This design comes from an exercise in tuning for small area, a short achievable clock period and few clock cycles per item on the open sky130 flow, not from production work.
No run shown here included a check of the RTL's function; only the layout flow was run.
Power figures rest on the tool's default switching activity, not on a simulated workload.

==> flow/design.v <==
module ate1_pixel_unit (
    input  wire        clk,
    input  wire        rst,         
    input  wire        in_valid,
    output wire        in_ready,
    input  wire [3:0]  in_op,
    input  wire [63:0] in_d,
    input  wire [63:0] in_s,
    input  wire [16:0] in_t,
    output reg         out_valid,
    input  wire        out_ready,
    output reg  [63:0] out_p
);
    localparam OP_ADD      = 4'd0;
    localparam OP_SUB      = 4'd1;
    localparam OP_MULC     = 4'd2;
    localparam OP_MIN      = 4'd3;
    localparam OP_MAX      = 4'd4;
    localparam OP_SETALPHA = 4'd5;
    localparam OP_PREALPHA = 4'd6;
    localparam OP_OVER     = 4'd7;
    localparam OP_MULTIPLY = 4'd8;
    localparam OP_SCREEN   = 4'd9;
    localparam OP_DARKEN   = 4'd10;
    localparam OP_LIGHTEN  = 4'd11;
    localparam OP_LERP     = 4'd12;
    localparam OP_INIT32   = 4'd13;
    localparam OP_TLERP    = 4'd14;
    localparam OP_TSEL     = 4'd15;
    localparam CW = 28;
    localparam A_ONES = 0, A_DC = 1, A_NDC = 2, A_DA = 3, A_NDA = 4, A_S17 = 5,
               A_BYTE = 6, A_K = 7;                                   
    localparam B_SC = 8, B_SR = 9, B_SA = 10, B_NSA = 11, B_K = 12, B_NK = 13,
               B_AA = 14;                                
    localparam D_DC = 16, D_SC = 17, D_DCSC = 18, D_DA = 19, D_MIN = 20,
               D_MAX = 21, D_DCK = 15;                                
    localparam C_RND = 22, C_SUB = 23, C_ACC = 24, C_DL = 25, C_LIGHT = 26,
               C_WRAP = 27;                                           
    function [CW-1:0] decode;
        input [3:0] op;
        input [1:0] pass;
        input       alpha;
        input       t15;
        input       t16;
        reg [CW-1:0] w;
        begin
            w = {CW{1'b0}};
            w[C_RND] = 1'b1;
            case (op)
                OP_ADD:      begin w[A_ONES] = 1; w[B_SC] = 1; w[D_DC] = 1; end
                OP_SUB:      begin w[A_ONES] = 1; w[B_SC] = 1; w[D_DC] = 1; w[C_SUB] = 1; end
                OP_MULC:     begin w[A_DC] = 1; w[B_SC] = 1; end
                OP_MIN:      begin w[D_MIN] = 1; end
                OP_MAX:      begin w[D_MAX] = 1; end
                OP_SETALPHA: begin
                    if (alpha) begin w[A_ONES] = 1; w[B_SR] = 1; end
                    else       begin w[D_DC] = 1; end
                end
                OP_PREALPHA: begin
                    w[B_SR] = 1;
                    if (alpha) w[A_ONES] = 1; else w[A_DC] = 1;
                end
                OP_OVER:     begin w[A_DC] = 1; w[B_NSA] = 1; w[D_SC] = 1; end
                OP_MULTIPLY: begin
                    if (alpha) begin w[A_NDA] = 1; w[B_SA] = 1; w[D_DA] = 1; end
                    else case (pass)
                        2'd0:    begin w[A_DC] = 1; w[B_NSA] = 1; end
                        2'd1:    begin w[A_NDA] = 1; w[B_SC] = 1; w[C_ACC] = 1; end
                        default: begin w[A_DC] = 1; w[B_SC] = 1; w[C_ACC] = 1; end
                    endcase
                end
                OP_SCREEN:   begin w[A_NDC] = 1; w[B_SC] = 1; w[D_DC] = 1; end
                OP_DARKEN, OP_LIGHTEN: begin
                    if (alpha) begin w[A_NDA] = 1; w[B_SA] = 1; w[D_DA] = 1; end
                    else begin
                        w[D_DCSC] = 1; w[C_SUB] = 1;
                        if (pass == 2'd0) begin w[A_DA] = 1; w[B_SC] = 1; end
                        else begin
                            w[A_DC] = 1; w[B_SA] = 1; w[C_DL] = 1;
                            if (op == OP_LIGHTEN) w[C_LIGHT] = 1;
                        end
                    end
                end
                OP_LERP:     begin
                    if (t16) begin w[A_ONES] = 1; w[B_SC] = 1; end
                    else begin
                        w[A_S17] = 1; w[B_K] = 1; w[D_DCK] = 1; w[C_RND] = 0; w[C_WRAP] = 1;
                    end
                end
                OP_INIT32:   begin
                    w[B_AA] = 1;
                    if (alpha) w[A_ONES] = 1; else w[A_BYTE] = 1;
                end
                OP_TLERP:    begin
                    if (pass == 2'd0) begin w[A_DC] = 1; w[B_NK] = 1; end
                    else begin w[A_K] = 1; w[B_SC] = 1; w[C_ACC] = 1; end
                end
                default:     begin    
                    if (t15) begin w[A_ONES] = 1; w[B_SC] = 1; end
                    else     begin w[D_DC] = 1; end
                end
            endcase
            decode = w;
        end
    endfunction
    function [1:0] last_pass;
        input [3:0] op;
        begin
            case (op)
                OP_MULTIPLY:                     last_pass = 2'd2;
                OP_DARKEN, OP_LIGHTEN, OP_TLERP: last_pass = 2'd1;
                default:                         last_pass = 2'd0;
            endcase
        end
    endfunction
    reg        ir_valid;
    reg        ir_last;
    reg [1:0]  ir_pass;
    reg [3:0]  ir_op;
    reg [63:0] ir_d;
    reg [67:0] ir_s;            
    reg [16:0] ir_t;
    reg [CW-1:0] ir_cw_rgb;
    reg [CW-1:0] ir_cw_a;
    reg        hold;            
    wire adv     = !hold;
    wire ir_free = !ir_valid || ir_last;
    assign in_ready = adv && ir_free;
    wire [1:0] nx_pass = ir_pass + 2'd1;
    wire [CW-1:0] cw_rgb_in  = decode(in_op, 2'd0, 1'b0, in_t[15], in_t[16]);
    wire [CW-1:0] cw_a_in    = decode(in_op, 2'd0, 1'b1, in_t[15], in_t[16]);
    wire [CW-1:0] cw_rgb_nx  = decode(ir_op, nx_pass, 1'b0, ir_t[15], ir_t[16]);
    wire [CW-1:0] cw_a_nx    = decode(ir_op, nx_pass, 1'b1, ir_t[15], ir_t[16]);
    wire in_lerp = (in_op == OP_LERP) && !in_t[16];
    reg  [67:0] s_in;
    reg  [16:0] df;
    integer c;
    always @(*) begin
        for (c = 0; c < 4; c = c + 1) begin
            df = {1'b0, in_s[16*c +: 16]} - {1'b0, in_d[16*c +: 16]};
            if (in_lerp)
                s_in[17*c +: 17] = df;
            else
                s_in[17*c +: 17] = {df[16], in_s[16*c +: 16]};
        end
    end
    always @(posedge clk) begin
        if (rst) begin
            ir_valid <= 1'b0;
        end else if (adv && ir_free) begin
            ir_valid <= in_valid;
        end
        if (adv) begin
            if (ir_free) begin
                ir_pass   <= 2'd0;
                ir_last   <= (last_pass(in_op) == 2'd0);
                ir_cw_rgb <= cw_rgb_in;
                ir_cw_a   <= cw_a_in;
            end else begin
                ir_pass   <= nx_pass;
                ir_last   <= (nx_pass == last_pass(ir_op));
                ir_cw_rgb <= cw_rgb_nx;
                ir_cw_a   <= cw_a_nx;
            end
        end
        if (in_ready) begin
            ir_op <= in_op;
            ir_d  <= in_d;
            ir_s  <= s_in;
            ir_t  <= in_t;
        end
    end
    wire [15:0] da = ir_d[63:48];
    wire [15:0] sa = ir_s[66:51];
    wire [15:0] sr = ir_s[15:0];
    wire [15:0] k  = ir_t[15:0];
    wire [15:0] aa = {ir_s[32:25], ir_s[32:25]};    
    reg          p1_valid, p1_last;
    reg  [127:0] p1_s, p1_c;
    reg  [67:0]  p1_add;
    reg  [23:0]  p1_ctl;         
    wire [127:0] x_s, x_c;
    wire [67:0]  x_add;
    genvar g;
    generate
        for (g = 0; g < 4; g = g + 1) begin : lane_x
            wire [CW-1:0] w  = (g == 3) ? ir_cw_a : ir_cw_rgb;
            wire [15:0] dc  = ir_d[16*g +: 16];
            wire [16:0] s17 = ir_s[17*g +: 17];
            wire [15:0] sc  = s17[15:0];
            wire [15:0] by;
            if (g == 0)      assign by = {ir_s[17+7:17+0], ir_s[17+7:17+0]};      
            else if (g == 1) assign by = {ir_s[15:8], ir_s[15:8]};                
            else if (g == 2) assign by = {ir_s[7:0], ir_s[7:0]};                  
            else             assign by = aa;
            wire        lt = !s17[16];       
            wire        kn   = w[D_DCK] & s17[16];
            wire [17:0] dsw  = {1'b0, dc, 1'b1} + {{17{w[D_DCSC]}} & {1'b0, sc} | {17{kn}} & {1'b1, ~k}, kn};
            wire [16:0] dsum = dsw[17:1];
            wire [15:0] av = {16{w[A_ONES]}}
                           | {16{w[A_DC]}}   & dc
                           | {16{w[A_NDC]}}  & ~dc
                           | {16{w[A_DA]}}   & da
                           | {16{w[A_NDA]}}  & ~da
                           | {16{w[A_S17]}}  & s17[15:0]
                           | {16{w[A_BYTE]}} & by
                           | {16{w[A_K]}}    & k;
            wire [15:0] bv = {16{w[B_SC]}}  & sc
                           | {16{w[B_SR]}}  & sr
                           | {16{w[B_SA]}}  & sa
                           | {16{w[B_NSA]}} & ~sa
                           | {16{w[B_K]}}   & k
                           | {16{w[B_NK]}}  & ~k
                           | {16{w[B_AA]}}  & aa;
            wire [16:0] dv = {17{w[D_DC]}}   & {1'b0, dc}
                           | {17{w[D_SC]}}   & {1'b0, sc}
                           | {17{w[D_DCSC] | w[D_DCK]}} & dsum
                           | {17{w[D_DA]}}   & {1'b0, da}
                           | {17{w[D_MIN]}}  & {1'b0, lt ? dc : sc}
                           | {17{w[D_MAX]}}  & {1'b0, lt ? sc : dc};
            assign x_add[17*g +: 17] = dv;
            wire        rnd = w[C_RND];
            wire [31:0] ts, tc;
            wire pp0_0 = av[0] & bv[0];
            wire pp0_1 = av[0] & bv[1];
            wire pp0_2 = av[0] & bv[2];
            wire pp0_3 = av[0] & bv[3];
            wire pp0_4 = av[0] & bv[4];
            wire pp0_5 = av[0] & bv[5];
            wire pp0_6 = av[0] & bv[6];
            wire pp0_7 = av[0] & bv[7];
            wire pp0_8 = av[0] & bv[8];
            wire pp0_9 = av[0] & bv[9];
            wire pp0_10 = av[0] & bv[10];
            wire pp0_11 = av[0] & bv[11];
            wire pp0_12 = av[0] & bv[12];
            wire pp0_13 = av[0] & bv[13];
            wire pp0_14 = av[0] & bv[14];
            wire pp0_15 = av[0] & bv[15];
            wire pp1_0 = av[1] & bv[0];
            wire pp1_1 = av[1] & bv[1];
            wire pp1_2 = av[1] & bv[2];
            wire pp1_3 = av[1] & bv[3];
            wire pp1_4 = av[1] & bv[4];
            wire pp1_5 = av[1] & bv[5];
            wire pp1_6 = av[1] & bv[6];
            wire pp1_7 = av[1] & bv[7];
            wire pp1_8 = av[1] & bv[8];
            wire pp1_9 = av[1] & bv[9];
            wire pp1_10 = av[1] & bv[10];
            wire pp1_11 = av[1] & bv[11];
            wire pp1_12 = av[1] & bv[12];
            wire pp1_13 = av[1] & bv[13];
            wire pp1_14 = av[1] & bv[14];
            wire pp1_15 = av[1] & bv[15];
            wire pp2_0 = av[2] & bv[0];
            wire pp2_1 = av[2] & bv[1];
            wire pp2_2 = av[2] & bv[2];
            wire pp2_3 = av[2] & bv[3];
            wire pp2_4 = av[2] & bv[4];
            wire pp2_5 = av[2] & bv[5];
            wire pp2_6 = av[2] & bv[6];
            wire pp2_7 = av[2] & bv[7];
            wire pp2_8 = av[2] & bv[8];
            wire pp2_9 = av[2] & bv[9];
            wire pp2_10 = av[2] & bv[10];
            wire pp2_11 = av[2] & bv[11];
            wire pp2_12 = av[2] & bv[12];
            wire pp2_13 = av[2] & bv[13];
            wire pp2_14 = av[2] & bv[14];
            wire pp2_15 = av[2] & bv[15];
            wire pp3_0 = av[3] & bv[0];
            wire pp3_1 = av[3] & bv[1];
            wire pp3_2 = av[3] & bv[2];
            wire pp3_3 = av[3] & bv[3];
            wire pp3_4 = av[3] & bv[4];
            wire pp3_5 = av[3] & bv[5];
            wire pp3_6 = av[3] & bv[6];
            wire pp3_7 = av[3] & bv[7];
            wire pp3_8 = av[3] & bv[8];
            wire pp3_9 = av[3] & bv[9];
            wire pp3_10 = av[3] & bv[10];
            wire pp3_11 = av[3] & bv[11];
            wire pp3_12 = av[3] & bv[12];
            wire pp3_13 = av[3] & bv[13];
            wire pp3_14 = av[3] & bv[14];
            wire pp3_15 = av[3] & bv[15];
            wire pp4_0 = av[4] & bv[0];
            wire pp4_1 = av[4] & bv[1];
            wire pp4_2 = av[4] & bv[2];
            wire pp4_3 = av[4] & bv[3];
            wire pp4_4 = av[4] & bv[4];
            wire pp4_5 = av[4] & bv[5];
            wire pp4_6 = av[4] & bv[6];
            wire pp4_7 = av[4] & bv[7];
            wire pp4_8 = av[4] & bv[8];
            wire pp4_9 = av[4] & bv[9];
            wire pp4_10 = av[4] & bv[10];
            wire pp4_11 = av[4] & bv[11];
            wire pp4_12 = av[4] & bv[12];
            wire pp4_13 = av[4] & bv[13];
            wire pp4_14 = av[4] & bv[14];
            wire pp4_15 = av[4] & bv[15];
            wire pp5_0 = av[5] & bv[0];
            wire pp5_1 = av[5] & bv[1];
            wire pp5_2 = av[5] & bv[2];
            wire pp5_3 = av[5] & bv[3];
            wire pp5_4 = av[5] & bv[4];
            wire pp5_5 = av[5] & bv[5];
            wire pp5_6 = av[5] & bv[6];
            wire pp5_7 = av[5] & bv[7];
            wire pp5_8 = av[5] & bv[8];
            wire pp5_9 = av[5] & bv[9];
            wire pp5_10 = av[5] & bv[10];
            wire pp5_11 = av[5] & bv[11];
            wire pp5_12 = av[5] & bv[12];
            wire pp5_13 = av[5] & bv[13];
            wire pp5_14 = av[5] & bv[14];
            wire pp5_15 = av[5] & bv[15];
            wire pp6_0 = av[6] & bv[0];
            wire pp6_1 = av[6] & bv[1];
            wire pp6_2 = av[6] & bv[2];
            wire pp6_3 = av[6] & bv[3];
            wire pp6_4 = av[6] & bv[4];
            wire pp6_5 = av[6] & bv[5];
            wire pp6_6 = av[6] & bv[6];
            wire pp6_7 = av[6] & bv[7];
            wire pp6_8 = av[6] & bv[8];
            wire pp6_9 = av[6] & bv[9];
            wire pp6_10 = av[6] & bv[10];
            wire pp6_11 = av[6] & bv[11];
            wire pp6_12 = av[6] & bv[12];
            wire pp6_13 = av[6] & bv[13];
            wire pp6_14 = av[6] & bv[14];
            wire pp6_15 = av[6] & bv[15];
            wire pp7_0 = av[7] & bv[0];
            wire pp7_1 = av[7] & bv[1];
            wire pp7_2 = av[7] & bv[2];
            wire pp7_3 = av[7] & bv[3];
            wire pp7_4 = av[7] & bv[4];
            wire pp7_5 = av[7] & bv[5];
            wire pp7_6 = av[7] & bv[6];
            wire pp7_7 = av[7] & bv[7];
            wire pp7_8 = av[7] & bv[8];
            wire pp7_9 = av[7] & bv[9];
            wire pp7_10 = av[7] & bv[10];
            wire pp7_11 = av[7] & bv[11];
            wire pp7_12 = av[7] & bv[12];
            wire pp7_13 = av[7] & bv[13];
            wire pp7_14 = av[7] & bv[14];
            wire pp7_15 = av[7] & bv[15];
            wire pp8_0 = av[8] & bv[0];
            wire pp8_1 = av[8] & bv[1];
            wire pp8_2 = av[8] & bv[2];
            wire pp8_3 = av[8] & bv[3];
            wire pp8_4 = av[8] & bv[4];
            wire pp8_5 = av[8] & bv[5];
            wire pp8_6 = av[8] & bv[6];
            wire pp8_7 = av[8] & bv[7];
            wire pp8_8 = av[8] & bv[8];
            wire pp8_9 = av[8] & bv[9];
            wire pp8_10 = av[8] & bv[10];
            wire pp8_11 = av[8] & bv[11];
            wire pp8_12 = av[8] & bv[12];
            wire pp8_13 = av[8] & bv[13];
            wire pp8_14 = av[8] & bv[14];
            wire pp8_15 = av[8] & bv[15];
            wire pp9_0 = av[9] & bv[0];
            wire pp9_1 = av[9] & bv[1];
            wire pp9_2 = av[9] & bv[2];
            wire pp9_3 = av[9] & bv[3];
            wire pp9_4 = av[9] & bv[4];
            wire pp9_5 = av[9] & bv[5];
            wire pp9_6 = av[9] & bv[6];
            wire pp9_7 = av[9] & bv[7];
            wire pp9_8 = av[9] & bv[8];
            wire pp9_9 = av[9] & bv[9];
            wire pp9_10 = av[9] & bv[10];
            wire pp9_11 = av[9] & bv[11];
            wire pp9_12 = av[9] & bv[12];
            wire pp9_13 = av[9] & bv[13];
            wire pp9_14 = av[9] & bv[14];
            wire pp9_15 = av[9] & bv[15];
            wire pp10_0 = av[10] & bv[0];
            wire pp10_1 = av[10] & bv[1];
            wire pp10_2 = av[10] & bv[2];
            wire pp10_3 = av[10] & bv[3];
            wire pp10_4 = av[10] & bv[4];
            wire pp10_5 = av[10] & bv[5];
            wire pp10_6 = av[10] & bv[6];
            wire pp10_7 = av[10] & bv[7];
            wire pp10_8 = av[10] & bv[8];
            wire pp10_9 = av[10] & bv[9];
            wire pp10_10 = av[10] & bv[10];
            wire pp10_11 = av[10] & bv[11];
            wire pp10_12 = av[10] & bv[12];
            wire pp10_13 = av[10] & bv[13];
            wire pp10_14 = av[10] & bv[14];
            wire pp10_15 = av[10] & bv[15];
            wire pp11_0 = av[11] & bv[0];
            wire pp11_1 = av[11] & bv[1];
            wire pp11_2 = av[11] & bv[2];
            wire pp11_3 = av[11] & bv[3];
            wire pp11_4 = av[11] & bv[4];
            wire pp11_5 = av[11] & bv[5];
            wire pp11_6 = av[11] & bv[6];
            wire pp11_7 = av[11] & bv[7];
            wire pp11_8 = av[11] & bv[8];
            wire pp11_9 = av[11] & bv[9];
            wire pp11_10 = av[11] & bv[10];
            wire pp11_11 = av[11] & bv[11];
            wire pp11_12 = av[11] & bv[12];
            wire pp11_13 = av[11] & bv[13];
            wire pp11_14 = av[11] & bv[14];
            wire pp11_15 = av[11] & bv[15];
            wire pp12_0 = av[12] & bv[0];
            wire pp12_1 = av[12] & bv[1];
            wire pp12_2 = av[12] & bv[2];
            wire pp12_3 = av[12] & bv[3];
            wire pp12_4 = av[12] & bv[4];
            wire pp12_5 = av[12] & bv[5];
            wire pp12_6 = av[12] & bv[6];
            wire pp12_7 = av[12] & bv[7];
            wire pp12_8 = av[12] & bv[8];
            wire pp12_9 = av[12] & bv[9];
            wire pp12_10 = av[12] & bv[10];
            wire pp12_11 = av[12] & bv[11];
            wire pp12_12 = av[12] & bv[12];
            wire pp12_13 = av[12] & bv[13];
            wire pp12_14 = av[12] & bv[14];
            wire pp12_15 = av[12] & bv[15];
            wire pp13_0 = av[13] & bv[0];
            wire pp13_1 = av[13] & bv[1];
            wire pp13_2 = av[13] & bv[2];
            wire pp13_3 = av[13] & bv[3];
            wire pp13_4 = av[13] & bv[4];
            wire pp13_5 = av[13] & bv[5];
            wire pp13_6 = av[13] & bv[6];
            wire pp13_7 = av[13] & bv[7];
            wire pp13_8 = av[13] & bv[8];
            wire pp13_9 = av[13] & bv[9];
            wire pp13_10 = av[13] & bv[10];
            wire pp13_11 = av[13] & bv[11];
            wire pp13_12 = av[13] & bv[12];
            wire pp13_13 = av[13] & bv[13];
            wire pp13_14 = av[13] & bv[14];
            wire pp13_15 = av[13] & bv[15];
            wire pp14_0 = av[14] & bv[0];
            wire pp14_1 = av[14] & bv[1];
            wire pp14_2 = av[14] & bv[2];
            wire pp14_3 = av[14] & bv[3];
            wire pp14_4 = av[14] & bv[4];
            wire pp14_5 = av[14] & bv[5];
            wire pp14_6 = av[14] & bv[6];
            wire pp14_7 = av[14] & bv[7];
            wire pp14_8 = av[14] & bv[8];
            wire pp14_9 = av[14] & bv[9];
            wire pp14_10 = av[14] & bv[10];
            wire pp14_11 = av[14] & bv[11];
            wire pp14_12 = av[14] & bv[12];
            wire pp14_13 = av[14] & bv[13];
            wire pp14_14 = av[14] & bv[14];
            wire pp14_15 = av[14] & bv[15];
            wire pp15_0 = av[15] & bv[0];
            wire pp15_1 = av[15] & bv[1];
            wire pp15_2 = av[15] & bv[2];
            wire pp15_3 = av[15] & bv[3];
            wire pp15_4 = av[15] & bv[4];
            wire pp15_5 = av[15] & bv[5];
            wire pp15_6 = av[15] & bv[6];
            wire pp15_7 = av[15] & bv[7];
            wire pp15_8 = av[15] & bv[8];
            wire pp15_9 = av[15] & bv[9];
            wire pp15_10 = av[15] & bv[10];
            wire pp15_11 = av[15] & bv[11];
            wire pp15_12 = av[15] & bv[12];
            wire pp15_13 = av[15] & bv[13];
            wire pp15_14 = av[15] & bv[14];
            wire pp15_15 = av[15] & bv[15];
            wire t1 = pp0_1 ^ pp1_0;
            wire t2 = pp0_1 & pp1_0;
            wire t3, t4;
            ate1_fa ft3 (.a(pp0_2), .b(pp1_1), .c(pp2_0), .s(t3), .co(t4));
            wire t5 = t2 ^ t3;
            wire t6 = t2 & t3;
            wire t7, t8;
            ate1_fa ft7 (.a(pp0_3), .b(pp1_2), .c(pp2_1), .s(t7), .co(t8));
            wire t9, t10;
            ate1_fa ft9 (.a(pp3_0), .b(t4), .c(t7), .s(t9), .co(t10));
            wire t11 = t6 ^ t9;
            wire t12 = t6 & t9;
            wire t13, t14;
            ate1_fa ft13 (.a(pp0_4), .b(pp1_3), .c(pp2_2), .s(t13), .co(t14));
            wire t15, t16;
            ate1_fa ft15 (.a(pp3_1), .b(pp4_0), .c(t8), .s(t15), .co(t16));
            wire t17, t18;
            ate1_fa ft17 (.a(t13), .b(t10), .c(t15), .s(t17), .co(t18));
            wire t19 = t12 ^ t17;
            wire t20 = t12 & t17;
            wire t21, t22;
            ate1_fa ft21 (.a(pp0_5), .b(pp1_4), .c(pp2_3), .s(t21), .co(t22));
            wire t23, t24;
            ate1_fa ft23 (.a(pp3_2), .b(pp4_1), .c(pp5_0), .s(t23), .co(t24));
            wire t25, t26;
            ate1_fa ft25 (.a(t14), .b(t21), .c(t23), .s(t25), .co(t26));
            wire t27, t28;
            ate1_fa ft27 (.a(t16), .b(t25), .c(t18), .s(t27), .co(t28));
            wire t29 = t20 ^ t27;
            wire t30 = t20 & t27;
            wire t31, t32;
            ate1_fa ft31 (.a(pp0_6), .b(pp1_5), .c(pp2_4), .s(t31), .co(t32));
            wire t33, t34;
            ate1_fa ft33 (.a(pp3_3), .b(pp4_2), .c(pp5_1), .s(t33), .co(t34));
            wire t35, t36;
            ate1_fa ft35 (.a(pp6_0), .b(t22), .c(t24), .s(t35), .co(t36));
            wire t37, t38;
            ate1_fa ft37 (.a(t31), .b(t33), .c(t35), .s(t37), .co(t38));
            wire t39, t40;
            ate1_fa ft39 (.a(t26), .b(t37), .c(t28), .s(t39), .co(t40));
            wire t41 = t30 ^ t39;
            wire t42 = t30 & t39;
            wire t43, t44;
            ate1_fa ft43 (.a(pp0_7), .b(pp1_6), .c(pp2_5), .s(t43), .co(t44));
            wire t45, t46;
            ate1_fa ft45 (.a(pp3_4), .b(pp4_3), .c(pp5_2), .s(t45), .co(t46));
            wire t47, t48;
            ate1_fa ft47 (.a(pp6_1), .b(pp7_0), .c(t32), .s(t47), .co(t48));
            wire t49, t50;
            ate1_fa ft49 (.a(t34), .b(t43), .c(t45), .s(t49), .co(t50));
            wire t51, t52;
            ate1_fa ft51 (.a(t36), .b(t47), .c(t49), .s(t51), .co(t52));
            wire t53, t54;
            ate1_fa ft53 (.a(t38), .b(t51), .c(t40), .s(t53), .co(t54));
            wire t55 = t42 ^ t53;
            wire t56 = t42 & t53;
            wire t57, t58;
            ate1_fa ft57 (.a(pp0_8), .b(pp1_7), .c(pp2_6), .s(t57), .co(t58));
            wire t59, t60;
            ate1_fa ft59 (.a(pp3_5), .b(pp4_4), .c(pp5_3), .s(t59), .co(t60));
            wire t61, t62;
            ate1_fa ft61 (.a(pp6_2), .b(pp7_1), .c(pp8_0), .s(t61), .co(t62));
            wire t63, t64;
            ate1_fa ft63 (.a(t44), .b(t46), .c(t57), .s(t63), .co(t64));
            wire t65, t66;
            ate1_fa ft65 (.a(t59), .b(t61), .c(t48), .s(t65), .co(t66));
            wire t67, t68;
            ate1_fa ft67 (.a(t50), .b(t63), .c(t65), .s(t67), .co(t68));
            wire t69, t70;
            ate1_fa ft69 (.a(t52), .b(t67), .c(t54), .s(t69), .co(t70));
            wire t71, t72;
            ate1_fa ft71 (.a(pp0_9), .b(pp1_8), .c(pp2_7), .s(t71), .co(t72));
            wire t73, t74;
            ate1_fa ft73 (.a(pp3_6), .b(pp4_5), .c(pp5_4), .s(t73), .co(t74));
            wire t75, t76;
            ate1_fa ft75 (.a(pp6_3), .b(pp7_2), .c(pp8_1), .s(t75), .co(t76));
            wire t77, t78;
            ate1_fa ft77 (.a(pp9_0), .b(t58), .c(t60), .s(t77), .co(t78));
            wire t79, t80;
            ate1_fa ft79 (.a(t62), .b(t71), .c(t73), .s(t79), .co(t80));
            wire t81, t82;
            ate1_fa ft81 (.a(t75), .b(t64), .c(t77), .s(t81), .co(t82));
            wire t83, t84;
            ate1_fa ft83 (.a(t79), .b(t66), .c(t81), .s(t83), .co(t84));
            wire t85 = t68 ^ t83;
            wire t86 = t68 & t83;
            wire t87, t88;
            ate1_fa ft87 (.a(pp0_10), .b(pp1_9), .c(pp2_8), .s(t87), .co(t88));
            wire t89, t90;
            ate1_fa ft89 (.a(pp3_7), .b(pp4_6), .c(pp5_5), .s(t89), .co(t90));
            wire t91, t92;
            ate1_fa ft91 (.a(pp6_4), .b(pp7_3), .c(pp8_2), .s(t91), .co(t92));
            wire t93, t94;
            ate1_fa ft93 (.a(pp9_1), .b(pp10_0), .c(t72), .s(t93), .co(t94));
            wire t95, t96;
            ate1_fa ft95 (.a(t74), .b(t76), .c(t87), .s(t95), .co(t96));
            wire t97, t98;
            ate1_fa ft97 (.a(t89), .b(t91), .c(t78), .s(t97), .co(t98));
            wire t99, t100;
            ate1_fa ft99 (.a(t93), .b(t80), .c(t95), .s(t99), .co(t100));
            wire t101, t102;
            ate1_fa ft101 (.a(t82), .b(t97), .c(t99), .s(t101), .co(t102));
            wire t103 = t84 ^ t101;
            wire t104 = t84 & t101;
            wire t105, t106;
            ate1_fa ft105 (.a(pp0_11), .b(pp1_10), .c(pp2_9), .s(t105), .co(t106));
            wire t107, t108;
            ate1_fa ft107 (.a(pp3_8), .b(pp4_7), .c(pp5_6), .s(t107), .co(t108));
            wire t109, t110;
            ate1_fa ft109 (.a(pp6_5), .b(pp7_4), .c(pp8_3), .s(t109), .co(t110));
            wire t111, t112;
            ate1_fa ft111 (.a(pp9_2), .b(pp10_1), .c(pp11_0), .s(t111), .co(t112));
            wire t113, t114;
            ate1_fa ft113 (.a(t88), .b(t90), .c(t92), .s(t113), .co(t114));
            wire t115, t116;
            ate1_fa ft115 (.a(t105), .b(t107), .c(t109), .s(t115), .co(t116));
            wire t117, t118;
            ate1_fa ft117 (.a(t111), .b(t94), .c(t96), .s(t117), .co(t118));
            wire t119, t120;
            ate1_fa ft119 (.a(t113), .b(t115), .c(t98), .s(t119), .co(t120));
            wire t121, t122;
            ate1_fa ft121 (.a(t100), .b(t117), .c(t119), .s(t121), .co(t122));
            wire t123 = t102 ^ t121;
            wire t124 = t102 & t121;
            wire t125, t126;
            ate1_fa ft125 (.a(pp0_12), .b(pp1_11), .c(pp2_10), .s(t125), .co(t126));
            wire t127, t128;
            ate1_fa ft127 (.a(pp3_9), .b(pp4_8), .c(pp5_7), .s(t127), .co(t128));
            wire t129, t130;
            ate1_fa ft129 (.a(pp6_6), .b(pp7_5), .c(pp8_4), .s(t129), .co(t130));
            wire t131, t132;
            ate1_fa ft131 (.a(pp9_3), .b(pp10_2), .c(pp11_1), .s(t131), .co(t132));
            wire t133, t134;
            ate1_fa ft133 (.a(pp12_0), .b(t106), .c(t108), .s(t133), .co(t134));
            wire t135, t136;
            ate1_fa ft135 (.a(t110), .b(t112), .c(t125), .s(t135), .co(t136));
            wire t137, t138;
            ate1_fa ft137 (.a(t127), .b(t129), .c(t131), .s(t137), .co(t138));
            wire t139, t140;
            ate1_fa ft139 (.a(t114), .b(t133), .c(t116), .s(t139), .co(t140));
            wire t141, t142;
            ate1_fa ft141 (.a(t135), .b(t137), .c(t118), .s(t141), .co(t142));
            wire t143, t144;
            ate1_fa ft143 (.a(t139), .b(t120), .c(t141), .s(t143), .co(t144));
            wire t145 = t122 ^ t143;
            wire t146 = t122 & t143;
            wire t147, t148;
            ate1_fa ft147 (.a(pp0_13), .b(pp1_12), .c(pp2_11), .s(t147), .co(t148));
            wire t149, t150;
            ate1_fa ft149 (.a(pp3_10), .b(pp4_9), .c(pp5_8), .s(t149), .co(t150));
            wire t151, t152;
            ate1_fa ft151 (.a(pp6_7), .b(pp7_6), .c(pp8_5), .s(t151), .co(t152));
            wire t153, t154;
            ate1_fa ft153 (.a(pp9_4), .b(pp10_3), .c(pp11_2), .s(t153), .co(t154));
            wire t155, t156;
            ate1_fa ft155 (.a(pp12_1), .b(pp13_0), .c(t126), .s(t155), .co(t156));
            wire t157, t158;
            ate1_fa ft157 (.a(t128), .b(t130), .c(t132), .s(t157), .co(t158));
            wire t159, t160;
            ate1_fa ft159 (.a(t147), .b(t149), .c(t151), .s(t159), .co(t160));
            wire t161, t162;
            ate1_fa ft161 (.a(t153), .b(t134), .c(t136), .s(t161), .co(t162));
            wire t163, t164;
            ate1_fa ft163 (.a(t155), .b(t138), .c(t157), .s(t163), .co(t164));
            wire t165, t166;
            ate1_fa ft165 (.a(t159), .b(t140), .c(t161), .s(t165), .co(t166));
            wire t167, t168;
            ate1_fa ft167 (.a(t163), .b(t142), .c(t165), .s(t167), .co(t168));
            wire t169 = t144 ^ t167;
            wire t170 = t144 & t167;
            wire t171, t172;
            ate1_fa ft171 (.a(pp0_14), .b(pp1_13), .c(pp2_12), .s(t171), .co(t172));
            wire t173, t174;
            ate1_fa ft173 (.a(pp3_11), .b(pp4_10), .c(pp5_9), .s(t173), .co(t174));
            wire t175, t176;
            ate1_fa ft175 (.a(pp6_8), .b(pp7_7), .c(pp8_6), .s(t175), .co(t176));
            wire t177, t178;
            ate1_fa ft177 (.a(pp9_5), .b(pp10_4), .c(pp11_3), .s(t177), .co(t178));
            wire t179, t180;
            ate1_fa ft179 (.a(pp12_2), .b(pp13_1), .c(pp14_0), .s(t179), .co(t180));
            wire t181, t182;
            ate1_fa ft181 (.a(t148), .b(t150), .c(t152), .s(t181), .co(t182));
            wire t183, t184;
            ate1_fa ft183 (.a(t154), .b(t171), .c(t173), .s(t183), .co(t184));
            wire t185, t186;
            ate1_fa ft185 (.a(t175), .b(t177), .c(t179), .s(t185), .co(t186));
            wire t187, t188;
            ate1_fa ft187 (.a(t156), .b(t158), .c(t160), .s(t187), .co(t188));
            wire t189, t190;
            ate1_fa ft189 (.a(t181), .b(t183), .c(t185), .s(t189), .co(t190));
            wire t191, t192;
            ate1_fa ft191 (.a(t162), .b(t164), .c(t187), .s(t191), .co(t192));
            wire t193, t194;
            ate1_fa ft193 (.a(t189), .b(t166), .c(t191), .s(t193), .co(t194));
            wire t195 = t168 ^ t193;
            wire t196 = t168 & t193;
            wire t197, t198;
            ate1_fa ft197 (.a(pp0_15), .b(pp1_14), .c(pp2_13), .s(t197), .co(t198));
            wire t199, t200;
            ate1_fa ft199 (.a(pp3_12), .b(pp4_11), .c(pp5_10), .s(t199), .co(t200));
            wire t201, t202;
            ate1_fa ft201 (.a(pp6_9), .b(pp7_8), .c(pp8_7), .s(t201), .co(t202));
            wire t203, t204;
            ate1_fa ft203 (.a(pp9_6), .b(pp10_5), .c(pp11_4), .s(t203), .co(t204));
            wire t205, t206;
            ate1_fa ft205 (.a(pp12_3), .b(pp13_2), .c(pp14_1), .s(t205), .co(t206));
            wire t207, t208;
            ate1_fa ft207 (.a(pp15_0), .b(rnd), .c(t172), .s(t207), .co(t208));
            wire t209, t210;
            ate1_fa ft209 (.a(t174), .b(t176), .c(t178), .s(t209), .co(t210));
            wire t211, t212;
            ate1_fa ft211 (.a(t180), .b(t197), .c(t199), .s(t211), .co(t212));
            wire t213, t214;
            ate1_fa ft213 (.a(t201), .b(t203), .c(t205), .s(t213), .co(t214));
            wire t215, t216;
            ate1_fa ft215 (.a(t182), .b(t207), .c(t184), .s(t215), .co(t216));
            wire t217, t218;
            ate1_fa ft217 (.a(t186), .b(t209), .c(t211), .s(t217), .co(t218));
            wire t219, t220;
            ate1_fa ft219 (.a(t213), .b(t188), .c(t215), .s(t219), .co(t220));
            wire t221, t222;
            ate1_fa ft221 (.a(t190), .b(t217), .c(t192), .s(t221), .co(t222));
            wire t223, t224;
            ate1_fa ft223 (.a(t219), .b(t194), .c(t221), .s(t223), .co(t224));
            wire t225, t226;
            ate1_fa ft225 (.a(pp1_15), .b(pp2_14), .c(pp3_13), .s(t225), .co(t226));
            wire t227, t228;
            ate1_fa ft227 (.a(pp4_12), .b(pp5_11), .c(pp6_10), .s(t227), .co(t228));
            wire t229, t230;
            ate1_fa ft229 (.a(pp7_9), .b(pp8_8), .c(pp9_7), .s(t229), .co(t230));
            wire t231, t232;
            ate1_fa ft231 (.a(pp10_6), .b(pp11_5), .c(pp12_4), .s(t231), .co(t232));
            wire t233, t234;
            ate1_fa ft233 (.a(pp13_3), .b(pp14_2), .c(pp15_1), .s(t233), .co(t234));
            wire t235, t236;
            ate1_fa ft235 (.a(t198), .b(t200), .c(t202), .s(t235), .co(t236));
            wire t237, t238;
            ate1_fa ft237 (.a(t204), .b(t206), .c(t225), .s(t237), .co(t238));
            wire t239, t240;
            ate1_fa ft239 (.a(t227), .b(t229), .c(t231), .s(t239), .co(t240));
            wire t241, t242;
            ate1_fa ft241 (.a(t233), .b(t208), .c(t210), .s(t241), .co(t242));
            wire t243, t244;
            ate1_fa ft243 (.a(t212), .b(t214), .c(t235), .s(t243), .co(t244));
            wire t245, t246;
            ate1_fa ft245 (.a(t237), .b(t239), .c(t216), .s(t245), .co(t246));
            wire t247, t248;
            ate1_fa ft247 (.a(t241), .b(t218), .c(t243), .s(t247), .co(t248));
            wire t249, t250;
            ate1_fa ft249 (.a(t220), .b(t245), .c(t247), .s(t249), .co(t250));
            wire t251 = t222 ^ t249;
            wire t252 = t222 & t249;
            wire t253, t254;
            ate1_fa ft253 (.a(pp2_15), .b(pp3_14), .c(pp4_13), .s(t253), .co(t254));
            wire t255, t256;
            ate1_fa ft255 (.a(pp5_12), .b(pp6_11), .c(pp7_10), .s(t255), .co(t256));
            wire t257, t258;
            ate1_fa ft257 (.a(pp8_9), .b(pp9_8), .c(pp10_7), .s(t257), .co(t258));
            wire t259, t260;
            ate1_fa ft259 (.a(pp11_6), .b(pp12_5), .c(pp13_4), .s(t259), .co(t260));
            wire t261, t262;
            ate1_fa ft261 (.a(pp14_3), .b(pp15_2), .c(t226), .s(t261), .co(t262));
            wire t263, t264;
            ate1_fa ft263 (.a(t228), .b(t230), .c(t232), .s(t263), .co(t264));
            wire t265, t266;
            ate1_fa ft265 (.a(t234), .b(t253), .c(t255), .s(t265), .co(t266));
            wire t267, t268;
            ate1_fa ft267 (.a(t257), .b(t259), .c(t236), .s(t267), .co(t268));
            wire t269, t270;
            ate1_fa ft269 (.a(t238), .b(t261), .c(t240), .s(t269), .co(t270));
            wire t271, t272;
            ate1_fa ft271 (.a(t263), .b(t265), .c(t242), .s(t271), .co(t272));
            wire t273, t274;
            ate1_fa ft273 (.a(t267), .b(t244), .c(t269), .s(t273), .co(t274));
            wire t275, t276;
            ate1_fa ft275 (.a(t246), .b(t271), .c(t248), .s(t275), .co(t276));
            wire t277, t278;
            ate1_fa ft277 (.a(t273), .b(t250), .c(t275), .s(t277), .co(t278));
            wire t279, t280;
            ate1_fa ft279 (.a(pp3_15), .b(pp4_14), .c(pp5_13), .s(t279), .co(t280));
            wire t281, t282;
            ate1_fa ft281 (.a(pp6_12), .b(pp7_11), .c(pp8_10), .s(t281), .co(t282));
            wire t283, t284;
            ate1_fa ft283 (.a(pp9_9), .b(pp10_8), .c(pp11_7), .s(t283), .co(t284));
            wire t285, t286;
            ate1_fa ft285 (.a(pp12_6), .b(pp13_5), .c(pp14_4), .s(t285), .co(t286));
            wire t287, t288;
            ate1_fa ft287 (.a(pp15_3), .b(t254), .c(t256), .s(t287), .co(t288));
            wire t289, t290;
            ate1_fa ft289 (.a(t258), .b(t260), .c(t279), .s(t289), .co(t290));
            wire t291, t292;
            ate1_fa ft291 (.a(t281), .b(t283), .c(t285), .s(t291), .co(t292));
            wire t293, t294;
            ate1_fa ft293 (.a(t262), .b(t264), .c(t287), .s(t293), .co(t294));
            wire t295, t296;
            ate1_fa ft295 (.a(t266), .b(t289), .c(t291), .s(t295), .co(t296));
            wire t297, t298;
            ate1_fa ft297 (.a(t268), .b(t270), .c(t293), .s(t297), .co(t298));
            wire t299, t300;
            ate1_fa ft299 (.a(t295), .b(t272), .c(t274), .s(t299), .co(t300));
            wire t301, t302;
            ate1_fa ft301 (.a(t297), .b(t276), .c(t299), .s(t301), .co(t302));
            wire t303, t304;
            ate1_fa ft303 (.a(pp4_15), .b(pp5_14), .c(pp6_13), .s(t303), .co(t304));
            wire t305, t306;
            ate1_fa ft305 (.a(pp7_12), .b(pp8_11), .c(pp9_10), .s(t305), .co(t306));
            wire t307, t308;
            ate1_fa ft307 (.a(pp10_9), .b(pp11_8), .c(pp12_7), .s(t307), .co(t308));
            wire t309, t310;
            ate1_fa ft309 (.a(pp13_6), .b(pp14_5), .c(pp15_4), .s(t309), .co(t310));
            wire t311, t312;
            ate1_fa ft311 (.a(t280), .b(t282), .c(t284), .s(t311), .co(t312));
            wire t313, t314;
            ate1_fa ft313 (.a(t286), .b(t303), .c(t305), .s(t313), .co(t314));
            wire t315, t316;
            ate1_fa ft315 (.a(t307), .b(t309), .c(t288), .s(t315), .co(t316));
            wire t317, t318;
            ate1_fa ft317 (.a(t290), .b(t292), .c(t311), .s(t317), .co(t318));
            wire t319, t320;
            ate1_fa ft319 (.a(t313), .b(t294), .c(t315), .s(t319), .co(t320));
            wire t321, t322;
            ate1_fa ft321 (.a(t296), .b(t317), .c(t298), .s(t321), .co(t322));
            wire t323, t324;
            ate1_fa ft323 (.a(t319), .b(t300), .c(t321), .s(t323), .co(t324));
            wire t325, t326;
            ate1_fa ft325 (.a(pp5_15), .b(pp6_14), .c(pp7_13), .s(t325), .co(t326));
            wire t327, t328;
            ate1_fa ft327 (.a(pp8_12), .b(pp9_11), .c(pp10_10), .s(t327), .co(t328));
            wire t329, t330;
            ate1_fa ft329 (.a(pp11_9), .b(pp12_8), .c(pp13_7), .s(t329), .co(t330));
            wire t331, t332;
            ate1_fa ft331 (.a(pp14_6), .b(pp15_5), .c(t304), .s(t331), .co(t332));
            wire t333, t334;
            ate1_fa ft333 (.a(t306), .b(t308), .c(t310), .s(t333), .co(t334));
            wire t335, t336;
            ate1_fa ft335 (.a(t325), .b(t327), .c(t329), .s(t335), .co(t336));
            wire t337, t338;
            ate1_fa ft337 (.a(t312), .b(t331), .c(t314), .s(t337), .co(t338));
            wire t339, t340;
            ate1_fa ft339 (.a(t333), .b(t335), .c(t316), .s(t339), .co(t340));
            wire t341, t342;
            ate1_fa ft341 (.a(t318), .b(t337), .c(t339), .s(t341), .co(t342));
            wire t343, t344;
            ate1_fa ft343 (.a(t320), .b(t322), .c(t341), .s(t343), .co(t344));
            wire t345, t346;
            ate1_fa ft345 (.a(pp6_15), .b(pp7_14), .c(pp8_13), .s(t345), .co(t346));
            wire t347, t348;
            ate1_fa ft347 (.a(pp9_12), .b(pp10_11), .c(pp11_10), .s(t347), .co(t348));
            wire t349, t350;
            ate1_fa ft349 (.a(pp12_9), .b(pp13_8), .c(pp14_7), .s(t349), .co(t350));
            wire t351, t352;
            ate1_fa ft351 (.a(pp15_6), .b(t326), .c(t328), .s(t351), .co(t352));
            wire t353, t354;
            ate1_fa ft353 (.a(t330), .b(t345), .c(t347), .s(t353), .co(t354));
            wire t355, t356;
            ate1_fa ft355 (.a(t349), .b(t332), .c(t334), .s(t355), .co(t356));
            wire t357, t358;
            ate1_fa ft357 (.a(t351), .b(t336), .c(t353), .s(t357), .co(t358));
            wire t359, t360;
            ate1_fa ft359 (.a(t338), .b(t355), .c(t357), .s(t359), .co(t360));
            wire t361, t362;
            ate1_fa ft361 (.a(t340), .b(t359), .c(t342), .s(t361), .co(t362));
            wire t363, t364;
            ate1_fa ft363 (.a(pp7_15), .b(pp8_14), .c(pp9_13), .s(t363), .co(t364));
            wire t365, t366;
            ate1_fa ft365 (.a(pp10_12), .b(pp11_11), .c(pp12_10), .s(t365), .co(t366));
            wire t367, t368;
            ate1_fa ft367 (.a(pp13_9), .b(pp14_8), .c(pp15_7), .s(t367), .co(t368));
            wire t369, t370;
            ate1_fa ft369 (.a(t346), .b(t348), .c(t350), .s(t369), .co(t370));
            wire t371, t372;
            ate1_fa ft371 (.a(t363), .b(t365), .c(t367), .s(t371), .co(t372));
            wire t373, t374;
            ate1_fa ft373 (.a(t352), .b(t354), .c(t369), .s(t373), .co(t374));
            wire t375, t376;
            ate1_fa ft375 (.a(t371), .b(t356), .c(t358), .s(t375), .co(t376));
            wire t377, t378;
            ate1_fa ft377 (.a(t373), .b(t360), .c(t375), .s(t377), .co(t378));
            wire t379, t380;
            ate1_fa ft379 (.a(pp8_15), .b(pp9_14), .c(pp10_13), .s(t379), .co(t380));
            wire t381, t382;
            ate1_fa ft381 (.a(pp11_12), .b(pp12_11), .c(pp13_10), .s(t381), .co(t382));
            wire t383, t384;
            ate1_fa ft383 (.a(pp14_9), .b(pp15_8), .c(t364), .s(t383), .co(t384));
            wire t385, t386;
            ate1_fa ft385 (.a(t366), .b(t368), .c(t379), .s(t385), .co(t386));
            wire t387, t388;
            ate1_fa ft387 (.a(t381), .b(t370), .c(t383), .s(t387), .co(t388));
            wire t389, t390;
            ate1_fa ft389 (.a(t372), .b(t385), .c(t374), .s(t389), .co(t390));
            wire t391, t392;
            ate1_fa ft391 (.a(t387), .b(t376), .c(t389), .s(t391), .co(t392));
            wire t393, t394;
            ate1_fa ft393 (.a(pp9_15), .b(pp10_14), .c(pp11_13), .s(t393), .co(t394));
            wire t395, t396;
            ate1_fa ft395 (.a(pp12_12), .b(pp13_11), .c(pp14_10), .s(t395), .co(t396));
            wire t397, t398;
            ate1_fa ft397 (.a(pp15_9), .b(t380), .c(t382), .s(t397), .co(t398));
            wire t399, t400;
            ate1_fa ft399 (.a(t393), .b(t395), .c(t384), .s(t399), .co(t400));
            wire t401, t402;
            ate1_fa ft401 (.a(t386), .b(t397), .c(t388), .s(t401), .co(t402));
            wire t403, t404;
            ate1_fa ft403 (.a(t399), .b(t390), .c(t401), .s(t403), .co(t404));
            wire t405, t406;
            ate1_fa ft405 (.a(pp10_15), .b(pp11_14), .c(pp12_13), .s(t405), .co(t406));
            wire t407, t408;
            ate1_fa ft407 (.a(pp13_12), .b(pp14_11), .c(pp15_10), .s(t407), .co(t408));
            wire t409, t410;
            ate1_fa ft409 (.a(t394), .b(t396), .c(t405), .s(t409), .co(t410));
            wire t411, t412;
            ate1_fa ft411 (.a(t407), .b(t398), .c(t409), .s(t411), .co(t412));
            wire t413, t414;
            ate1_fa ft413 (.a(t400), .b(t411), .c(t402), .s(t413), .co(t414));
            wire t415, t416;
            ate1_fa ft415 (.a(pp11_15), .b(pp12_14), .c(pp13_13), .s(t415), .co(t416));
            wire t417, t418;
            ate1_fa ft417 (.a(pp14_12), .b(pp15_11), .c(t406), .s(t417), .co(t418));
            wire t419, t420;
            ate1_fa ft419 (.a(t408), .b(t415), .c(t410), .s(t419), .co(t420));
            wire t421, t422;
            ate1_fa ft421 (.a(t417), .b(t412), .c(t419), .s(t421), .co(t422));
            wire t423, t424;
            ate1_fa ft423 (.a(pp12_15), .b(pp13_14), .c(pp14_13), .s(t423), .co(t424));
            wire t425, t426;
            ate1_fa ft425 (.a(pp15_12), .b(t416), .c(t423), .s(t425), .co(t426));
            wire t427, t428;
            ate1_fa ft427 (.a(t418), .b(t425), .c(t420), .s(t427), .co(t428));
            wire t429, t430;
            ate1_fa ft429 (.a(pp13_15), .b(pp14_14), .c(pp15_13), .s(t429), .co(t430));
            wire t431, t432;
            ate1_fa ft431 (.a(t424), .b(t429), .c(t426), .s(t431), .co(t432));
            wire t433, t434;
            ate1_fa ft433 (.a(pp14_15), .b(pp15_14), .c(t430), .s(t433), .co(t434));
            assign ts = {1'b0, pp15_15, t433, t431, t427, t421, t404, t392, t378, t377, t361, t324, t302, t278, t252, t224, t196, t170, t146, t124, t104, t86, t85, t56, t55, t41, t29, t19, t11, t5, t1, pp0_0};
            assign tc = {1'b0, t434, t432, t428, t422, t414, t413, t403, t391, t362, t344, t343, t323, t301, t277, t251, t223, t195, t169, t145, t123, t103, t70, t69, 1'b0, 1'b0, 1'b0, 1'b0, 1'b0, 1'b0, 1'b0, 1'b0};
            assign x_s[32*g +: 32] = ts;
            assign x_c[32*g +: 32] = tc;
        end
    endgenerate
    always @(posedge clk) begin
        if (rst) begin
            p1_valid <= 1'b0;
        end else if (adv) begin
            p1_valid <= ir_valid;
        end
        if (adv) begin
            p1_last <= ir_last;
            p1_s    <= x_s;
            p1_c    <= x_c;
            p1_add  <= x_add;
            p1_ctl  <= {ir_cw_a[C_WRAP:C_RND], ir_cw_rgb[C_WRAP:C_RND],
                        ir_cw_rgb[C_WRAP:C_RND], ir_cw_rgb[C_WRAP:C_RND]};
        end
    end
    reg         p2_valid, p2_last;
    reg  [71:0] p2_h;            
    reg  [7:0]  p2_cs;           
    reg  [67:0] p2_add;
    reg  [7:0]  p2_ctl;          
    reg  [31:0] y1_x;
    reg  [16:0] y1_lo;
    reg  [71:0] y1_h;
    reg  [7:0]  y1_cs;
    reg  [5:0]  ct;
    reg  [15:0] xh;
    reg         cy, gt, pick1;
    reg  [17:0] h0;
    reg  [1:0]  cs0;
    always @(*) begin
        for (c = 0; c < 4; c = c + 1) begin
            ct    = p1_ctl[6*c +: 6];    
            h0    = p2_h[18*c +: 18];
            cs0   = p2_cs[2*c +: 2];
            y1_x  = p1_s[32*c +: 32] + p1_c[32*c +: 32];
            xh    = y1_x[31:16];
            y1_lo = {1'b0, y1_x[15:0]} + {1'b0, xh};
            cy    = ct[0] & y1_lo[16];
            gt    = (xh > h0[15:0]) || (xh == h0[15:0] && cy && !cs0[0]);
            pick1 = ct[4] ? !gt : gt;
            if (ct[2]) begin
                y1_h[18*c +: 18] = h0 + {2'b00, xh};
                y1_cs[2*c +: 2]  = cs0 + {1'b0, cy};
            end else if (ct[3] && !pick1) begin
                y1_h[18*c +: 18] = h0;
                y1_cs[2*c +: 2]  = cs0;
            end else begin
                y1_h[18*c +: 18] = {2'b00, xh};
                y1_cs[2*c +: 2]  = {1'b0, cy};
            end
        end
    end
    always @(posedge clk) begin
        if (rst) begin
            p2_valid <= 1'b0;
        end else if (adv) begin
            p2_valid <= p1_valid;
        end
        if (adv) begin
            p2_last <= p1_last;
            p2_h    <= y1_h;
            p2_cs   <= y1_cs;
            p2_add  <= p1_add;
            for (c = 0; c < 4; c = c + 1)
                p2_ctl[2*c +: 2] <= {p1_ctl[6*c+5], p1_ctl[6*c+1]};
        end
    end
    reg  [63:0] y2_r;
    reg  [18:0] sv, hv;
    reg  [16:0] ae;
    reg         ci, sb;
    reg  [1:0]  cq;
    always @(*) begin
        for (c = 0; c < 4; c = c + 1) begin
            sb = p2_ctl[2*c];
            cq = p2_cs[2*c +: 2];
            ae = p2_add[17*c +: 17] | {15'd0, cq[1], 1'b0};
            hv = sb ? ~{1'b0, p2_h[18*c +: 18]} : {1'b0, p2_h[18*c +: 18]};
            ci = sb ? !cq[0] : cq[0];
            sv = {2'b00, ae} + hv + {18'd0, ci};
            if (p2_ctl[2*c+1])
                y2_r[16*c +: 16] = sv[15:0];
            else
                y2_r[16*c +: 16] = sv[18] ? 16'd0 : (|sv[17:16]) ? 16'hffff : sv[15:0];
        end
    end
    reg  [63:0] park;
    wire y_done   = p2_valid && p2_last && adv;
    wire out_free = !out_valid || out_ready;
    always @(posedge clk) begin
        if (rst) begin
            out_valid <= 1'b0;
            hold      <= 1'b0;
        end else begin
            if (hold) begin
                if (out_ready) hold <= 1'b0;
            end else if (y_done && !out_free) begin
                hold <= 1'b1;
            end
            if (hold || y_done)
                out_valid <= 1'b1;
            else if (out_ready)
                out_valid <= 1'b0;
        end
        if (hold) begin
            if (out_ready) out_p <= park;
        end else if (y_done && out_free) begin
            out_p <= y2_r;
        end
        if (!hold) park <= y2_r;
    end
endmodule
module ate1_fa (
    input  wire a,
    input  wire b,
    input  wire c,
    output wire s,
    output wire co
);
    assign s  = a ^ b ^ c;
    assign co = (a & b) | (a & c) | (b & c);
endmodule
==> flow/flow/run.sh <==
#!/bin/bash
# Standard layout (bash standard.sh) with two changes to how it is made:
# - timing repair aims to leave flow/setup_margin ns of setup slack, so it
#   works towards a shorter period than the 16 ns clock (the SDC is unchanged);
# - the port buffers that buffer_ports inserts are buf_1 cells.
# The make output goes to flow_make.log; ORFS's own logs are under orfs/logs.
set -euo pipefail
export SETUP_SLACK_MARGIN=$(cat flow/setup_margin)
export BUFFER_PORTS_ARGS="-buffer_cell sky130_fd_sc_hd__buf_1"
bash standard.sh > flow_make.log 2>&1
==> flow/flow/setup_margin <==
10.8
==> flow/standard.sh <==
#!/bin/bash
# synth_recipe.tcl (not shown) runs the flow's synth.tcl, then flattens the netlist and writes it again
# the make line also repeats each setting of config.mk as NAME=value (left out here)
make -C /OpenROAD-flow-scripts/flow DESIGN_CONFIG=/design/flow/config.mk WORK_HOME=/design/flow/orfs CLKGATE_MAP_FILE= SYNTH_SCRIPT=/design/flow/synth_recipe.tcl "${@:-finish}"
==> flow/config.mk <==
export PLATFORM = sky130hd
export DESIGN_NAME = ate1_pixel_unit
export DESIGN_NICKNAME = ate1_pixel_unit
export VERILOG_FILES = /design/flow/design.v
export SDC_FILE = /design/flow/constraint.sdc
export NUM_CORES = 8
export LEC_CHECK = 0
export CAP_MARGIN = 20
export CORE_MARGIN = 2
export CORE_UTILIZATION = 45
export CTS_CLUSTER_DIAMETER = 200
export CTS_CLUSTER_SIZE = 20
export SLEW_MARGIN = 20
export SYNTH_HIERARCHICAL = 1
==> flow/constraint.sdc <==
create_clock -name core_clock -period 16.0 [get_ports {clk}]
set_input_delay 3.2000 -clock core_clock [delete_from_list [all_inputs] [get_ports {clk}]]
set_output_delay 3.2000 -clock core_clock [all_outputs]
set_load 0.01 [all_outputs]
==> flow_summary_export.csv, run 1 <==
group,metric,value,unit
final_layout,final_nets,8604,
hold_path,hold_start,"p1_add[39]$_DFFE_PN_",
synthesis,avgSynthCellArea,10.6,um2
sta,fmax,0.193,GHz
hold_path,holdPathStages,0,
synthesis,netlist_instances,6785,
floorplan,rows,146,
routing,ant_nets,0,
routing,vias,55500,
global_routing,grtUsageTotal,29.0,%
global_routing,grt_pass1_vias,55700,
critical_path,ff2ff_path_depth,11,
sta,worst_slew_pin_slew,1.08,ns
cts,clock_latency,0.69,ns
floorplan,fp.dieArea,163000,um2
critical_path,cp_slowest_cell,"edfxtp_1",
floorplan,ios,219,
routing,wl_per_cell,26.1,um
synthesis,synth-main-ff-cell,"edfxtp_1",
sta,fin_skew,0.0370,ns
global_routing,antenna_found_initial,12,
critical_path,crit_type,"flip-flop to flip-flop",
sta,rsz0062_at_grt,"yes",
sta,drv_slew,0,
flow_run,maxCapViolations,0,
routing,dr.pass1.iters,7,
placed_design,io_buffers,218,
synthesis,yosysWarnings,7,
final_layout,synthToLayoutAreaGrowth,12.9,%
placed_design,gp_congestion,0.948,
synthesis,synthTopCellsByArea,"edfxtp_1 (32%), fa_1 (23%), ha_1 (9.0%)",
cts,cts_buffer_depth,3,
synthesis,synthArstFlopShare,0,%
critical_path,crit_top_cell,"fa_1",
hold_path,holdPathEnd,"p2_add[39]$_DFFE_PN_",
floorplan,dieWidth,404,um
synthesis,synth_seq_cells,763,
routing,post-route-drc-count,0,
cts,tritoncts,"done",
routing,first_iter_violations,5552,
routing,viasPerCell,6.03,
critical_path,worstPathArrival,5.59,ns
critical_path,r2r_end,"p1_c[17]$_DFFE_PN_",
final_layout,drive_gt1_share,13.3,%
outcome,status,"finished clean",
sta,hold_violations,0,
sta,setup_viol,0,
global_routing,grt_max_degree,130,
pwr,p_leak,35.2,nW
floorplan,core,159000,um2
critical_path,crit_path_start_kind,"flip-flop",
floorplan,start_util,45.4,%
sta,slew_headroom,27.8,%
critical_path,critPathMaxFanout,16,
synthesis,synth_top_area_share,31.6,%
critical_path,path_cells,"a221oi_2 > nand3_2 > a21oi_1 > buf_4 > nor2_1 > fa_1 > fa_1 > fa_1 > fa_1 > fa_1 > fa_1",
cts,root_buffer,"clkbuf_16",
synthesis,synth_top_area_cell,"edfxtp_1",
sta,whs,0.419,ns
floorplan,fp.dieH,404,um
synthesis,yosys-top-cells-count,"nor2_1 (1266), fa_1 (836), edfxtp_1 (758)",
pwr,power_density,208,nW/um2
placed_design,hpwl,178,mm
cts,cts.sinks,763,
critical_path,regToRegStartpoint,"ir_s[27]$_DFFE_PP_",
critical_path,r2r_slack,10.83,ns
synthesis,syn_nets,8290,
cts,h-tree-depth,2,
critical_path,endpoint_kind,"flip-flop",
critical_path,cp_slowest_stage_delay,0.70,ns
sta,finalCriticalPeriod,5.17,ns
cts,cts.clk_slew.worst_paths,0.09,ns
cts,numCtsBuffers,44,
critical_path,worstPathRequired,16.41,ns
synthesis,synth_edf_count,758,
sta,min_period_over_period,32.3,%
synthesis,syn-cell-area,72000,um2
sta,tns,0,ns
pwr,ir_drop,0.000150,V
synthesis,yosysMostFrequentCell,"nor2_1",
routing,routed_wl,240,mm
hold_path,min_path_type,"flip-flop to flip-flop",
synthesis,ys_types,93,
global_routing,grt_overflow_total,0,
synthesis,yosysSeqAreaShare,31.8,%
global_routing,grt_pass1_wl,353,mm
## cell type report
type / instances / area (um2)
fill: 14200 / 77300
multi-input combinational: 5430 / 49400
sequential: 763 / 22900
timing repair buffer: 565 / 4030
tap: 2072 / 2590
clock buffer: 62 / 1190
inverter: 295 / 1110
clock inverter: 3 / 37.5
antenna: 2 / 5.00
## flip-flops by register name, summed over array words and instances, names as in the netlist, 8 cells and up
name	flops
p1_add	68
ir_d	64
p2_cs	8
ir_t	17
ir_cw_a	8
p1_c	92
park	64
ir_cw_rgb	21
out_p	64
ir_s	68
p1_ctl	8
p2_add	68
p1_s	124
p2_h	72
## per-module statistics from Yosys, one instance, submodules excluded
module | cell area, um2 | flops+latches | times used
ate1_fa | 20.0 | 0 | 812
ate1_pixel_unit | 55700 | 763 | 1
## layout by cell type (no fill, tap or decap), types with 18 or more instances in the layout
master	n
xor2_1	167
ha_4	23
nand2b_1	47
mux2_2	139
a2111oi_2	23
and3_1	38
buf_6	28
a21o_1	76
xnor2_1	153
o21bai_1	40
buf_4	283
a22oi_1	43
o21ai_1	34
nor2b_1	85
o31ai_1	36
nand3_1	81
a21oi_1	280
nand2_1	364
fa_1	826
a21oi_4	23
buf_1	210
a21oi_2	44
or2_2	20
nor2_1	1257
o21a_1	110
inv_1	292
buf_12	25
mux2i_1	67
ha_1	479
a211o_1	18
nand3b_1	23
o21ai_0	268
edfxtp_1	758
and2_1	36
or3_1	33
clkbuf_16	50
a31oi_1	31
nor3_1	94
a2111oi_4	30
## kinds of logic after synthesis
family          count (synthesis)  synth area share (%)
compound gates               1321                  12.2
xor+xnor                      344                  4.19
fa+ha+maj                    1352                  32.2
buf+inv                       594                  3.14
flops                         763                  31.8
mux                           206                  3.11
simple gates                 2205                  13.3
## stage by stage
| step | power, mW | instance area, um2 | utilization [%] | setup slack [ns] | instances |
|---|---|---|---|---|---|
| after detailed placement | 14.9 | 76200 | 48.0 | 9.66 | 8914 |
| after CTS | 16.4 | 79400 | 50.1 | 10.77 | 9113 |
| after global routing | 18.4 | 81200 | 51.2 | 10.66 | 9192 |
| final | 16.9 | 81200 | 51.2 | 10.83 | 9192 |
| after global placement | 14.6 | 76200 | 48.0 | 9.73 | 8912 |
| after floorplan | 11.5 | 72400 | - | 9.90 | 6785 |
## how the worst max path moves through the flow
stage,to,start
finish,p1_c[17]$_DFFE_PN_,ir_s[27]$_DFFE_PP_
floorplan,in_ready,ir_valid$_SDFFE_PP0P_
detailed placement,p1_c[81]$_DFFE_PN_,ir_cw_rgb[15]$_DFFE_PN_
CTS,p2_h[5]$_DFFE_PP_,p1_c[8]$_DFFE_PN_
global route,p2_h[26]$_DFFE_PP_,p1_c[40]$_DFFE_PN_
global placement,p1_c[81]$_DFFE_PN_,ir_cw_rgb[15]$_DFFE_PN_
## repair_timing
item	CTS	global route
gates resized for setup	144	220
hold buffers	0	0
pin swaps	36	106
cloned	6	6
setup buffers	128	71
setup endpoints to repair	276	251
## per-layer routing
layer / vias to the layer above / part of all wire [%] / track usage (%)
li1: 24400 / - / -
met1: 27800 / 42 / 41.2
met2: 2747 / 43 / 43.0
met3: 519 / 10 / 6.69
met4: 12 / 4.3 / 11.1
met5: - / 0.031 / 0
## power breakdown
| part | internal (mW) | switching (mW) | total (mW) |
|---|---|---|---|
| logic | 5.21 | 6.71 | 11.9 |
| registers | 3.36 | 0.368 | 3.72 |
| clock network | 0.523 | 0.701 | 1.22 |
| total | 9.09 | 7.78 | 16.9 |
## worst max-delay path, delay by kind of cell, from the launching register on
family | cells | cell delay (ns)
buffers and inverters | 1 | 0.32
AOI/OAI and AO/OA | 2 | 0.64
adders and majority gates | 6 | 2.79
and+or+nand+nor | 2 | 0.44
DFF | 1 | 0.70
==> run 2: changes to the inputs <==
==> flow/flow/setup_margin (replaced) <==
10.9
==> flow_summary_export.csv, run 2 <==
group,metric,value,unit
routing,met3WireLength,24.3,mm
final_layout,n_fill_cell,14000,
routing,ant_nets,0,
cts,numCtsBuffers,44,
sta,fmax,0.191,GHz
floorplan,fp.dieArea,163000,um2
final_layout,largest_registers,"p1_s (124), p1_c (92), p2_h (72)",
sta,tns,0,ns
cts,tritoncts,"done",
routing,viasPerCell,6.03,
critical_path,critPathTopFamily,"simple AND/OR/NAND/NOR gates",
routing,vias,55800,
critical_path,regToRegStartpoint,"p1_c[72]$_DFFE_PN_",
synthesis,ys_types,93,
routing,wl_per_cell,25.7,um
synthesis,synth-compound-area-share,12.2,%
hold_path,min_path_type,"flip-flop to flip-flop",
flow_run,maxCapViolations,0,
pwr,switchingPower,7.74,mW
critical_path,worstPathArrival,5.63,ns
global_routing,antenna_found_initial,16,
final_layout,largest_register,"p1_s",
pwr,ir_drop,0.000132,V
floorplan,fp.dieH,404,um
synthesis,synthSimpleGateAreaFrac,13.3,%
synthesis,yosysMostFrequentCell,"nor2_1",
placed_design,hpwl,175,mm
synthesis,synth_top_area_share,31.6,%
critical_path,endpoint_kind,"flip-flop",
placed_design,io_buffers,218,
synthesis,synthArstFlopShare,0,%
synthesis,netlist_instances,6785,
sta,finalCriticalPeriod,5.25,ns
floorplan,ios,219,
routing,dr_wl_met2,103,mm
placed_design,place_ws,9.58,ns
sta,setup_viol,0,
cts,cts_buffer_depth,3,
cts,clock_latency,0.71,ns
global_routing,grtUsageTotal,28.8,%
routing,top_layer,"met5",
synthesis,synthTopCellsByArea,"edfxtp_1 (32%), fa_1 (23%), ha_1 (9.0%)",
synthesis,synth_top_family_by_area,"adder cells",
synthesis,synth-adder-area-share,32.2,%
final_layout,multi_input_area,50000,um2
critical_path,crit_type,"flip-flop to flip-flop",
critical_path,startpoint,"p1_c[72]$_DFFE_PN_",
sta,fin_skew,0.0574,ns
cts,root_buffer,"clkbuf_16",
synthesis,synth_xor_xnor_area_share,4.19,%
pwr,clkPwrFrac,7.2,%
sta,fin_ws,10.75,ns
routing,dr.pass1.iters,6,
pwr,pwr-share-seq,22.0,%
synthesis,syn-cell-area,72000,um2
synthesis,synth_edf_count,758,
synthesis,yosysWarnings,7,
sta,rsz0062_at_grt,"yes",
final_layout,drive_gt1_share,15.2,%
floorplan,start_util,45.4,%
cts,cts.sinks,763,
global_routing,grt_pass1_wl,352,mm
pwr,switching_share,45.7,%
final_layout,seqCellArea,22900,um2
critical_path,critPathMaxFanout,4,
routing,post-route-drc-count,0,
synthesis,synth-main-ff-cell,"edfxtp_1",
routing,routed_wl,238,mm
synthesis,yosys-top-cells-count,"nor2_1 (1266), fa_1 (836), edfxtp_1 (758)",
pwr,p_leak,35.8,nW
cts,cts.clk_slew.worst_paths,0.09,ns
final_layout,final_nets,8662,
placed_design,gp_congestion,0.960,
synthesis,avgSynthCellArea,10.6,um2
final_layout,largest_register_ffs,124,
critical_path,cp_slowest_cell,"edfxtp_1",
pwr,p_comb_share,70.8,%
sta,drv_slew,0,
pwr,power_density,205,nW/um2
critical_path,worstPathRequired,16.38,ns
sta,slew_headroom,23.0,%
floorplan,dieWidth,404,um
pwr,intPower,9.19,mW
hold_path,hold_start,"p1_add[48]$_DFFE_PN_",
sta,hold_violations,0,
synthesis,synth_seq_cells,763,
final_layout,synthToLayoutAreaGrowth,14.8,%
cts,h-tree-depth,2,
floorplan,core,159000,um2
global_routing,grt_pass1_vias,55400,
sta,min_period_over_period,32.8,%
cts,postCtsHoldBufs,0,
critical_path,crit_path_start_kind,"flip-flop",
critical_path,cp_slowest_stage_delay,0.45,ns
synthesis,synth_top_area_cell,"edfxtp_1",
synthesis,yosysSeqAreaShare,31.8,%
floorplan,rows,146,
final_layout,final_common_cell,"nor2_1",
final_layout,final_cell_mix,"nor2_1 (1254), fa_1 (825), edfxtp_1 (758), ha_1 (480), nand2_1 (364)",
global_routing,grt_max_degree,154,
sta,worst_slew_pin_slew,1.16,ns
synthesis,muxShareOfSynthArea,3.11,%
critical_path,path_buf_inv,5,
global_routing,grt_overflow_total,0,
outcome,status,"finished clean",
routing,wl_met1,99.8,mm
synthesis,syn_nets,8290,
routing,first_iter_violations,5930,
## run 2: cell types whose count changed in the layout (fill, tap and decap cells not counted), moves of 16 or more
cell / change
a21oi_1: -34
a21oi_2: +20
buf_12: +16
buf_4: +22
buf_6: +21
## run 2: final timing paths
| check | cells after the start | endpoint | slack, ns |
|---|---|---|---|
| max | 25 | p2_h[48]$_DFFE_PP_ | 10.75 |
| min reg2reg | 0 | p2_add[48]$_DFFE_PN_ | 0.42 |
| min | 0 | p2_add[48]$_DFFE_PN_ | 0.42 |
| max reg2reg | 25 | p2_h[48]$_DFFE_PP_ | 10.75 |
## run 2: through the flow
stage	power (mW)	area [um2]	std cells	utilization [%]	hold slack, ns
floorplan	11.6	73000	6785	-	0.400
global placement	14.4	76500	8901	48.2	0.402
detailed placement	14.7	76500	8902	48.3	0.405
CTS	16.5	80900	9160	51.0	0.423
global route	18.5	82600	9240	52.1	0.437
finish	16.9	82600	9246	52.1	0.424
## run 2: logic make-up after synthesis
group,after synthesis
buf+inv,594
xor+xnor,344
flops,763
mux,206
simple gates,2205
compound gates,1321
fa+ha+maj,1352
## run 2: what timing repair did
| action | in CTS | in global routing |
|---|---|---|
| cloned | 5 | 3 |
| setup endpoints to repair | 304 | 204 |
| pin swaps | 93 | 124 |
| resized for setup | 239 | 249 |
| hold endpoints to repair | 0 | 0 |
| buffers inserted | 196 | 77 |
## run 2: power by group through the flow
stage / clock network, mW / registers (mW) / logic (mW)
after floorplan: 0 / 3.58 / 7.98
after global placement: 0 / 3.75 / 10.7
after detailed placement: 0 / 3.76 / 10.9
after CTS: 1.26 / 3.71 / 11.5
after global routing: 1.32 / 3.76 / 13.4
final: 1.22 / 3.72 / 12.0
## run 2: layer usage
layer | global-route usage (%) | up-vias
met3 | 6.75 | 521
met4 | 11.2 | 10
met2 | 43.1 | 2794
li1 | - | 24500
met5 | 0 | -
met1 | 40.5 | 28000
## run 2: final cells by class
cell class / count / area share [%]
Antenna cell: 6 / 0.0182
Inverter: 295 / 1.40
Sequential cell: 763 / 27.7
Tap cell: 2072 / 3.14
Clock inverter: 3 / 0.0454
Clock buffer: 54 / 1.40
Timing Repair Buffer: 624 / 5.81
Multi-Input combinational cell: 5429 / 60.5
## run 2: Yosys stat by module, one instance, submodules excluded
module	times used	flops+latches	cell area (um2)
ate1_pixel_unit	1	763	55700
ate1_fa	812	0	20.0

Re-timed with assumed drivers on the ports (clkbuf_16 on the clock, buf_2 on other inputs), run 2 has 10.752 ns of setup slack against 10.752 ns with ideal ports, and 10.227 ns once port delays also move by the mid clock arrival of 0.764 ns.
